From an optimization exercise on the open Yosys and OpenROAD flow, aimed at small area, a short achievable clock period and few clock cycles; shortcuts taken in it are not production practice.
Where RTL was checked, it was by simulation tests only, not by an equivalence proof against the original.
Power and IR drop assume default switching activity.

==> exp/raven <==
// sctp_dec
module sctp_dec (
    input  wire        clk,
    input  wire        rst,
    input  wire        in_valid,
    output wire        in_ready,
    input  wire [63:0] in_data,
    input  wire        in_last,
    input  wire [3:0]  in_cnt,
    output reg         ev_valid,
    input  wire        ev_ready,
    output wire [3:0]  ev_type,
    output wire [1:0]  ev_refk,
    output wire [31:0] ev_off,
    output wire [63:0] ev_value,
    output wire [31:0] ev_size,
    output reg         ev_fault,
    output reg  [2:0]  ev_cause
);
export LEC_CHECK = 0
export CAP_MARGIN = 20
export CORE_MARGIN = 2
export CORE_UTILIZATION = 40
export SETUP_SLACK_MARGIN = 1.75
export SLEW_MARGIN = 20
create_clock -name core_clock -period 6.0 [get_ports {clk}]
run.sh (not shown) runs the stock make flow with config.mk's settings and CLKGATE_MAP_FILE= SYNTH_SCRIPT=/design/flow/synth_recipe.tcl, a recipe that flattens the netlist after the stock synthesis.
==> exp/lagoon (differences from exp/raven) <==
--- a/flow/design.v
+++ b/flow/design.v
@@ -54,15 +54,15 @@
     assign in_ready = !e1v;
     wire inacc = in_valid && !e1v;
     wire slot_free = !ev_valid || ev_ready;
     reg        e0w;              
     reg        e1w;              
     reg        ek;               
     reg [22:0] mw;               
-    wire [151:0] win = {e1d, e0d, pb};
+    wire [183:0] win = {e1d, e0d, pb};
     wire [22:0] cb;              
     genvar gi;
     generate
         for (gi = 0; gi < 23; gi = gi + 1) begin : g_cb
             assign cb[gi] = win[8*gi+7];
         end
     endgenerate
GPL_ROUTABILITY_DRIVEN = 0   (was unset)
SETUP_SLACK_MARGIN = 1.6   (was 1.75)
==> exp/harbor (differences from exp/raven) <==
--- a/flow/design.v
+++ b/flow/design.v
@@ -4,79 +4,66 @@
     input  wire        in_valid,
     output wire        in_ready,
     input  wire [63:0] in_data,
     input  wire        in_last,
     input  wire [3:0]  in_cnt,
     output reg         ev_valid,
     input  wire        ev_ready,
-    output wire [3:0]  ev_type,
-    output wire [1:0]  ev_refk,
-    output wire [31:0] ev_off,
-    output wire [63:0] ev_value,
-    output wire [31:0] ev_size,
+    output reg  [3:0]  ev_type,
+    output reg  [1:0]  ev_refk,
+    output reg  [31:0] ev_off,
+    output reg  [63:0] ev_value,
+    output reg  [31:0] ev_size,
     output reg         ev_fault,
     output reg  [2:0]  ev_cause
 );
-    reg [3:0]  ev_ty;
-    reg [1:0]  ev_rk;
-    reg [31:0] ev_hp;            
-    reg [3:0]  ev_ad;            
-    reg        ev_oz;            
-    reg        ev_vq;            
-    reg [63:0] ev_v;             
-    reg [3:0]  ev_sz;            
-    reg        ev_z;             
-    wire [31:0] ev_q = ev_hp + {28'd0, ev_ad};
-    assign ev_type  = ev_z ? (ev_fault ? 4'd0 : 4'd15) : ev_ty;
-    assign ev_refk  = ev_z ? 2'd0 : ev_rk;
-    assign ev_off   = ev_oz ? 32'd0 : ev_q;
-    assign ev_value = ev_z ? 64'd0 : {ev_vq ? 32'd0 : ev_v[63:32], ev_vq ? ev_q : ev_v[31:0]};
-    assign ev_size  = ev_z ? 32'd0 : ev_vq ? ev_v[63:32] : {28'd0, ev_sz};
     localparam [1:0] REF_NULL  = 2'd0;
     localparam [1:0] REF_INBUF = 2'd1;
     localparam [1:0] REF_TEMP  = 2'd2;
     localparam [2:0] C_TRUNCATED = 3'd1;
     localparam [2:0] C_OVERFLOW  = 3'd2;
     localparam [2:0] C_UNKNOWN   = 3'd5;
     reg        e0v, e1v;         
     reg        e0l, e1l;         
     reg [7:0]  e0m, e1m;         
     reg [63:0] e0d, e1d;
-    reg [55:0] pb;               
+    reg [23:0] pb;               
     reg        pl;               
-    reg [6:0]  pm;               
+    reg [2:0]  pm;               
     reg        skip;             
     reg        drain;            
     reg [7:0]  oh;               
     reg [2:0]  o;                
     reg [32:0] se;               
     reg [4:0]  sof;
+    reg [3:0]  shl;              
     reg [28:0] bpos;             
     assign in_ready = !e1v;
     wire inacc = in_valid && !e1v;
     wire slot_free = !ev_valid || ev_ready;
     reg        e0w;              
     reg        e1w;              
     reg        ek;               
-    reg [22:0] mw;               
+    reg [18:0] mw;               
     wire [151:0] win = {e1d, e0d, pb};
-    wire [22:0] cb;              
+    wire [18:0] cb;              
     genvar gi;
     generate
-        for (gi = 0; gi < 23; gi = gi + 1) begin : g_cb
+        for (gi = 0; gi < 19; gi = gi + 1) begin : g_cb
             assign cb[gi] = win[8*gi+7];
         end
     endgenerate
     reg [7:0]  v_adv;            
     reg [7:0]  v_emit;           
     reg [7:0]  v_term;           
     reg [7:0]  v_vlsk;           
     reg [7:0]  v_p1, v_p2;       
     reg [7:0]  v_ohn [0:7];      
     reg [2:0]  v_cs  [0:7];      
+    reg [1:0]  v_vh  [0:7];      
     reg [7:0]  ph;
     reg [3:0]  pt, pmt;
     reg [10:0] pkeep;
     reg [10:1] pterm;
     reg [4:0]  pn, pvs, pvn;
     reg        pfound, povf, pok, pvfit, phv;
     reg        c_short, c_fix, c_leb, c_vs, c_vl, c_14, c_15;
@@ -106,15 +93,15 @@
             for (k = 1; k <= 10; k = k + 1)
                 pfound = pfound | (!cb[i+k] & mw[i+k]);
             povf = pkeep[10] & mw[i+10];
             pvfit = 1'b0;
             pvn = 5'd0;
             for (k = 0; k < 15; k = k + 1)
                 if (pmt == k) begin
-                    pvfit = (i + k < 23) ? mw[i+k] : 1'b0;
+                    pvfit = (i + k < 19) ? mw[i+k] : 1'b0;
                     pvn = i + 1 + k;
                 end
             case (pt)
                 4'd0, 4'd1:        begin pok = mw[i+1]; pn = i + 2; end
                 4'd2, 4'd3:        begin pok = mw[i+2]; pn = i + 3; end
                 4'd4, 4'd5, 4'd10: begin pok = mw[i+4]; pn = i + 5; end
                 4'd12:             begin pok = 1'b1;    pn = i + 1; end
@@ -132,36 +119,38 @@
                                  (c_vs && !pvfit && ek)));
             v_cs[i] = (!phv || c_15) ? 3'd0 :
                       c_14 ? C_UNKNOWN :
                       ((c_leb || c_vl) && povf) ? C_OVERFLOW : C_TRUNCATED;
             v_p1[i]  = pn[4] | pn[3];
             v_p2[i]  = pn[4];
             v_ohn[i] = 8'd1 << pn[2:0];
+            v_vh[i]  = pn[4] ? (e1w ? 2'd0 : e0w ? 2'd1 : 2'd2) :
+                       pn[3] ? (e0w ? 2'd0 : 2'd1) : 2'd0;
         end
     end
     wire adv   = |(oh & v_adv);
     wire emit  = |(oh & v_emit);
     wire term  = |(oh & v_term);
     wire vlsk  = |(oh & v_vlsk);
     wire a_p1  = |(oh & v_p1);
     wire a_p2  = |(oh & v_p2);
     reg [7:0] ohn;
     reg [2:0] cause;
-    wire [1:0] vs_hi = a_p2 ? (e1w ? 2'd0 : e0w ? 2'd1 : 2'd2) :
-                       a_p1 ? (e0w ? 2'd0 : 2'd1) : 2'd0;
+    reg [1:0] vs_hi;
     always @(*) begin
-        ohn = 8'd0; cause = 3'd0;
+        ohn = 8'd0; cause = 3'd0; vs_hi = 2'd0;
         for (i = 0; i < 8; i = i + 1)
             if (oh[i]) begin
                 ohn   = ohn   | v_ohn[i];
                 cause = cause | v_cs[i];
+                vs_hi = vs_hi | v_vh[i];
             end
     end
-    wire [111:0] xs4 = o[2] ? win[143:32] : win[111:0];
-    wire [95:0]  xs2 = o[1] ? xs4[111:16] : xs4[95:0];
+    wire [119:0] xs4 = o[2] ? win[151:32] : win[119:0];
+    wire [103:0] xs2 = o[1] ? xs4[119:16] : xs4[103:0];
     wire [87:0]  x   = o[0] ? xs2[95:8]   : xs2[87:0];
     wire [3:0]  t = x[3:0];
     wire [3:0]  m = x[7:4];
     wire        vl = (m == 4'd15);
     reg [9:0]  keep;
     reg [63:0] lval;
     reg        fill;
@@ -202,44 +191,52 @@
         for (k = 0; k < 8; k = k + 1)
             fval[8*k +: 8] = (k < fw) ? x[8*(k+1) +: 8] : {8{fbit}};
     end
     wire [28:0] bm1 = bpos - 29'd1;
     wire [28:0] bp1 = bpos + 29'd1;
     wire [27:0] bh1 = bpos[28:1] + 28'd1;
     wire [28:0] bp2 = {bh1, bpos[0]};
-    wire [31:0] hpos = {(o < 3'd7) ? bm1 : bpos, o - 3'd7};
+    wire [31:0] hpos = {(o < 3'd3) ? bm1 : bpos, o - 3'd3};
     wire [31:0] qpos = {(o < 3'd2) ? bm1 : bpos, o - 3'd2};
     wire        vl_huge = |lval[63:32];
+    reg [3:0]  r_type;
     reg [1:0]  r_refk;
+    reg [31:0] r_off;
     reg [63:0] r_value;
     reg [31:0] r_size;
-    reg [3:0]  r_ad;
-    reg        r_oz, r_vq;
     always @(*) begin
-        r_refk = REF_INBUF; r_value = fval; r_size = {28'd0, fw}; r_ad = 4'd1; r_oz = 1'b0; r_vq = 1'b0;
-        case (t)
-            4'd12: begin
-                r_value = {60'd0, m}; r_size = 32'd1; r_ad = 4'd0;
-            end
-            4'd8, 4'd9: begin
-                r_refk = REF_TEMP; r_value = lval; r_size = 32'd8; r_oz = 1'b1;
-            end
-            4'd13: begin
-                r_value = {vl ? lval[31:0] : {28'd0, m}, 32'd0}; r_vq = 1'b1;
-                r_ad = vl ? nb + 4'd1 : 4'd1;
-            end
-            default: ;
-        endcase
+        r_type = t; r_refk = REF_INBUF; r_off = qpos; r_value = fval; r_size = {28'd0, fw};
+        if (term) begin
+            r_type = (cause == 3'd0) ? 4'd15 : 4'd0; r_refk = REF_NULL;
+            r_off = (cause == 3'd0) ? 32'd0 : hpos;
+            r_value = 64'd0; r_size = 32'd0;
+        end else begin
+            case (t)
+                4'd12: begin
+                    r_off = hpos; r_value = {60'd0, m}; r_size = 32'd1;
+                end
+                4'd8, 4'd9: begin
+                    r_refk = REF_TEMP; r_off = 32'd0; r_value = lval; r_size = 32'd8;
+                end
+                4'd13: begin
+                    if (!emit) r_off = hpos;
+                    r_value = {32'd0, qpos};
+                    r_size = vl ? lval[31:0] : {28'd0, m};
+                end
+                default: ;
+            endcase
+        end
     end
     wire        s_small = (se[32:5] == 28'd0);
     wire [5:0]  s_es    = {1'b0, se[4:0]} + {1'b0, sof};
-    wire [24:0] mw1     = {1'b0, mw, 1'b1};
-    wire        s_fit   = s_small && (s_es < 6'd24) && mw1[s_es[4:0]];
+    wire [20:0] mw1     = {1'b0, mw, 1'b1};
+    wire        s_fit   = s_small && (s_es < 6'd20) && mw1[s_es[4:0]];
     wire        s_ge8   = !s_small || (s_es[5:3] != 3'd0);
     wire        s_ge16  = !s_small || (s_es[5:4] != 2'd0);
+    wire [31:0] s_q     = ev_off + {28'd0, shl};
     wire [29:0] se_dec  = se[32:3] - 30'd1;
     wire [5:0]  s_es_m8 = s_es - 6'd8;
     wire hdr   = !skip && !drain;
     wire hstep = hdr && slot_free;
     wire t_nb  = pl || (e0v && e0l) || (e0v && e1v && e1l);
     wire t_p2  = !pl && e0v && e1v && !e0l;
     wire t_p1  = !pl && e0v && (e0l || !e1v);
@@ -274,15 +271,15 @@
     function [7:0] therm8(input [3:0] c);
         integer j;
         for (j = 0; j < 8; j = j + 1)
             therm8[j] = (j < c);
     endfunction
     reg       n_e0v, n_e1v, n_e0l, n_e1l, n_pl;
     reg [7:0] n_e0m, n_e1m;
-    reg [6:0] n_pm;
+    reg [2:0] n_pm;
     always @(*) begin
         n_e0v = e0v; n_e1v = e1v; n_e0l = e0l; n_e1l = e1l;
         n_e0m = e0m; n_e1m = e1m; n_pl = pl; n_pm = pm;
         if (pop2) begin
             n_e0v = 1'b0;
             n_e1v = 1'b0;
         end else if (pop1) begin
@@ -297,64 +294,65 @@
                 n_e1v = 1'b1; n_e1l = in_last; n_e1m = imask;
             end else begin
                 n_e0v = 1'b1; n_e0l = in_last; n_e0m = imask;
             end
         end
         if (newbuf) begin
             n_pl = 1'b0;
-            n_pm = {7{1'b1}};
+            n_pm = 3'b111;
         end else if (pop2) begin
             n_pl = e1l;
-            n_pm = e1m[7:1];
+            n_pm = e1m[7:5];
         end else if (pop1) begin
             n_pl = e0l;
-            n_pm = e0m[7:1];
+            n_pm = e0m[7:5];
         end
     end
     wire        n_e0w = n_e0v && !n_pl;
     wire        n_e1w = n_e0w && !n_e0l && n_e1v;
     wire        n_ek  = n_pl || (n_e0v && (n_e0l || (n_e1v && n_e1l)));
-    wire [22:0] n_mw  = {n_e1m & {8{n_e1w}}, n_e0m & {8{n_e0w}}, n_pm};
+    wire [18:0] n_mw  = {n_e1m & {8{n_e1w}}, n_e0m & {8{n_e0w}}, n_pm};
     always @(posedge clk) begin
         if (!e1v)
             e1d <= in_data;
         if (pop1 && e1v)
             e0d <= e1d;
         else if (pop1 || !e0v)
             e0d <= in_data;
         if (pop2)
-            pb <= e1d[63:8];
+            pb <= e1d[63:40];
         else if (pop1)
-            pb <= e0d[63:8];
+            pb <= e0d[63:40];
         if (rst) begin
             e0v <= 1'b0; e1v <= 1'b0; e0l <= 1'b0; e1l <= 1'b0;
             e0m <= 8'd0; e1m <= 8'd0;
-            pl <= 1'b0; pm <= {7{1'b1}};
-            e0w <= 1'b0; e1w <= 1'b0; ek <= 1'b0; mw <= {16'd0, {7{1'b1}}};
+            pl <= 1'b0; pm <= 3'b111;
+            e0w <= 1'b0; e1w <= 1'b0; ek <= 1'b0; mw <= 19'b111;
             skip <= 1'b0; drain <= 1'b0;
-            oh <= 8'd128;
-            o <= 3'd7;
+            oh <= 8'b0000_1000;
+            o <= 3'd3;
             se <= 33'd0;
             sof <= 5'd0;
+            shl <= 4'd0;
             bpos <= 29'd0;
             ev_valid <= 1'b0;
         end else begin
             e0v <= n_e0v; e1v <= n_e1v; e0l <= n_e0l; e1l <= n_e1l;
             e0m <= n_e0m; e1m <= n_e1m; pl <= n_pl; pm <= n_pm;
             e0w <= n_e0w; e1w <= n_e1w; ek <= n_ek; mw <= n_mw;
             if (newbuf)
                 bpos <= 29'd0;
             else if (pop2)
                 bpos <= bp2;
             else if (pop1)
                 bpos <= bp1;
             if (newbuf) begin
                 skip <= 1'b0; drain <= 1'b0;
-                oh <= 8'd128;
-                o <= 3'd7;
+                oh <= 8'b0000_1000;
+                o <= 3'd3;
             end else if (skip) begin
                 if (sk_emit) skip <= 1'b0;
                 oh <= 8'd1 << s_es[2:0];
                 o <= s_es[2:0];
                 if (s_small) begin
                     se  <= {27'd0, pop1 ? s_es_m8 : s_es};
                     sof <= 5'd0;
@@ -371,43 +369,45 @@
                 end
                 if (adv && !emit) begin          
                     skip <= 1'b1;
                     se   <= {28'd0, vs_hi, ohn[7] | ohn[6] | ohn[5] | ohn[4],
                              ohn[7] | ohn[6] | ohn[3] | ohn[2],
                              ohn[7] | ohn[5] | ohn[3] | ohn[1]};
                     sof  <= 5'd0;
+                    shl  <= 4'd1;
                 end
                 if (vlsk) begin                  
                     skip <= 1'b1;
                     se   <= vl_huge ? {33{1'b1}} : {1'b0, lval[31:0]};
                     sof  <= {vs_hi, ohn[7] | ohn[6] | ohn[5] | ohn[4],
                              ohn[7] | ohn[6] | ohn[3] | ohn[2],
                              ohn[7] | ohn[5] | ohn[3] | ohn[1]};
+                    shl  <= nb + 4'd1;
                 end
             end
             if (ev_valid && ev_ready)
                 ev_valid <= 1'b0;
             if (hstep) begin
                 ev_valid <= emit || term;
-                ev_ty    <= t;
-                ev_rk    <= r_refk;
-                ev_hp    <= hpos;
-                ev_ad    <= term ? 4'd0 : r_ad;
-                ev_oz    <= term ? (cause == 3'd0) : r_oz;
-                ev_vq    <= r_vq;
-                ev_v     <= r_value;
-                ev_sz    <= r_size[3:0];
-                ev_z     <= term;
+                ev_type  <= r_type;
+                ev_refk  <= r_refk;
+                ev_off   <= r_off;
+                ev_value <= r_value;
+                ev_size  <= r_size;
                 ev_fault <= term && (cause != 3'd0);
                 ev_cause <= term ? cause : 3'd0;
             end else if (sk_emit) begin
                 ev_valid <= 1'b1;
+                ev_off   <= s_q;
+                ev_value <= {32'd0, s_q};
             end else if (sk_fault) begin
                 ev_valid <= 1'b1;
-                ev_ad    <= 4'd0;
-                ev_z     <= 1'b1;
+                ev_type  <= 4'd0;
+                ev_refk  <= REF_NULL;
+                ev_value <= 64'd0;
+                ev_size  <= 32'd0;
                 ev_fault <= 1'b1;
                 ev_cause <= C_TRUNCATED;
             end
         end
     end
 endmodule
CORE_UTILIZATION = 65   (was 40)
SETUP_SLACK_MARGIN = 2   (was 1.75)
==> comparison table <==
Run status: exp/raven finished clean; exp/lagoon finished clean; exp/harbor did not finish
Failing step: exp/raven -; exp/lagoon -; exp/harbor 5_1_grt
Reg-to-reg setup timing slack: exp/raven 1.69 ns; exp/lagoon 1.62 ns; exp/harbor -
Leading cell type in the layout, fill and taps excluded: exp/raven sky130_fd_sc_hd__nand2_1; exp/lagoon sky130_fd_sc_hd__nand2_1; exp/harbor -
Total chip power: exp/raven 25,400 uW; exp/lagoon 24,100 uW; exp/harbor -
# clock sinks: exp/raven 429; exp/lagoon 429; exp/harbor 418
Critical register-to-register path startpoint: exp/raven pb[25]; exp/lagoon e0d[47]; exp/harbor -
Fraction of synthesized area in multiplexers: exp/raven 0.146; exp/lagoon 0.146; exp/harbor 0.132
Remaining antenna violation count: exp/raven 0; exp/lagoon 0; exp/harbor -
Most numerous cell on the critical path: exp/raven sky130_fd_sc_hd__nor2_4; exp/lagoon sky130_fd_sc_hd__buf_4; exp/harbor -
Clock slew seen by the registers of the worst setup and hold paths: exp/raven 0.06 ns; exp/lagoon 0.06 ns; exp/harbor -
Worst endpoint data arrival time: exp/raven 3.14 ns; exp/lagoon 4.92 ns; exp/harbor -
Area share of fa/ha/maj cells after synthesis: exp/raven 0.0106; exp/lagoon 0.0106; exp/harbor 0.0113
Share of power burned in registers: exp/raven 0.241; exp/lagoon 0.265; exp/harbor -
Testbench counts of exp/raven, summed over its fixed seeds: cycles 16,207.
Testbench counts of exp/lagoon, summed over its fixed seeds: cycles 16,207.
Function not checked in exp/harbor: the RTL went through the layout flow alone.

-- separate check: timing with driven ports --
Ports are ideal in the flow. The routed layouts listed here were re-timed in OpenROAD. Step 1: set_driving_cell puts a clkbuf_16 on clk and a buf_2 on each other input, an assumption about the parent block. Step 2 moves the port delays by t, midway between the first and last clock arrival at a register: inputs arrive t later, outputs are due t later. That takes back most of the time a late clock gives input paths. Slacks: ideal / step 1 / step 2; pairs: ideal / step 1.
| run | t, ns | slack for setup (ns) | worst register clock-pin slew, ns |
|---|---|---|---|
| exp/raven | 0.665 | 1.660 / 1.590 / 1.456 | 0.07 / 0.07 |
| exp/lagoon | 0.665 | 1.621 / 1.595 / 1.621 | 0.07 / 0.07 |
After both steps every run listed still meets setup and hold. For exp/raven, which loses most, drivers alone change the setup slack by -0.070 ns; drivers and shift together by -0.204 ns.
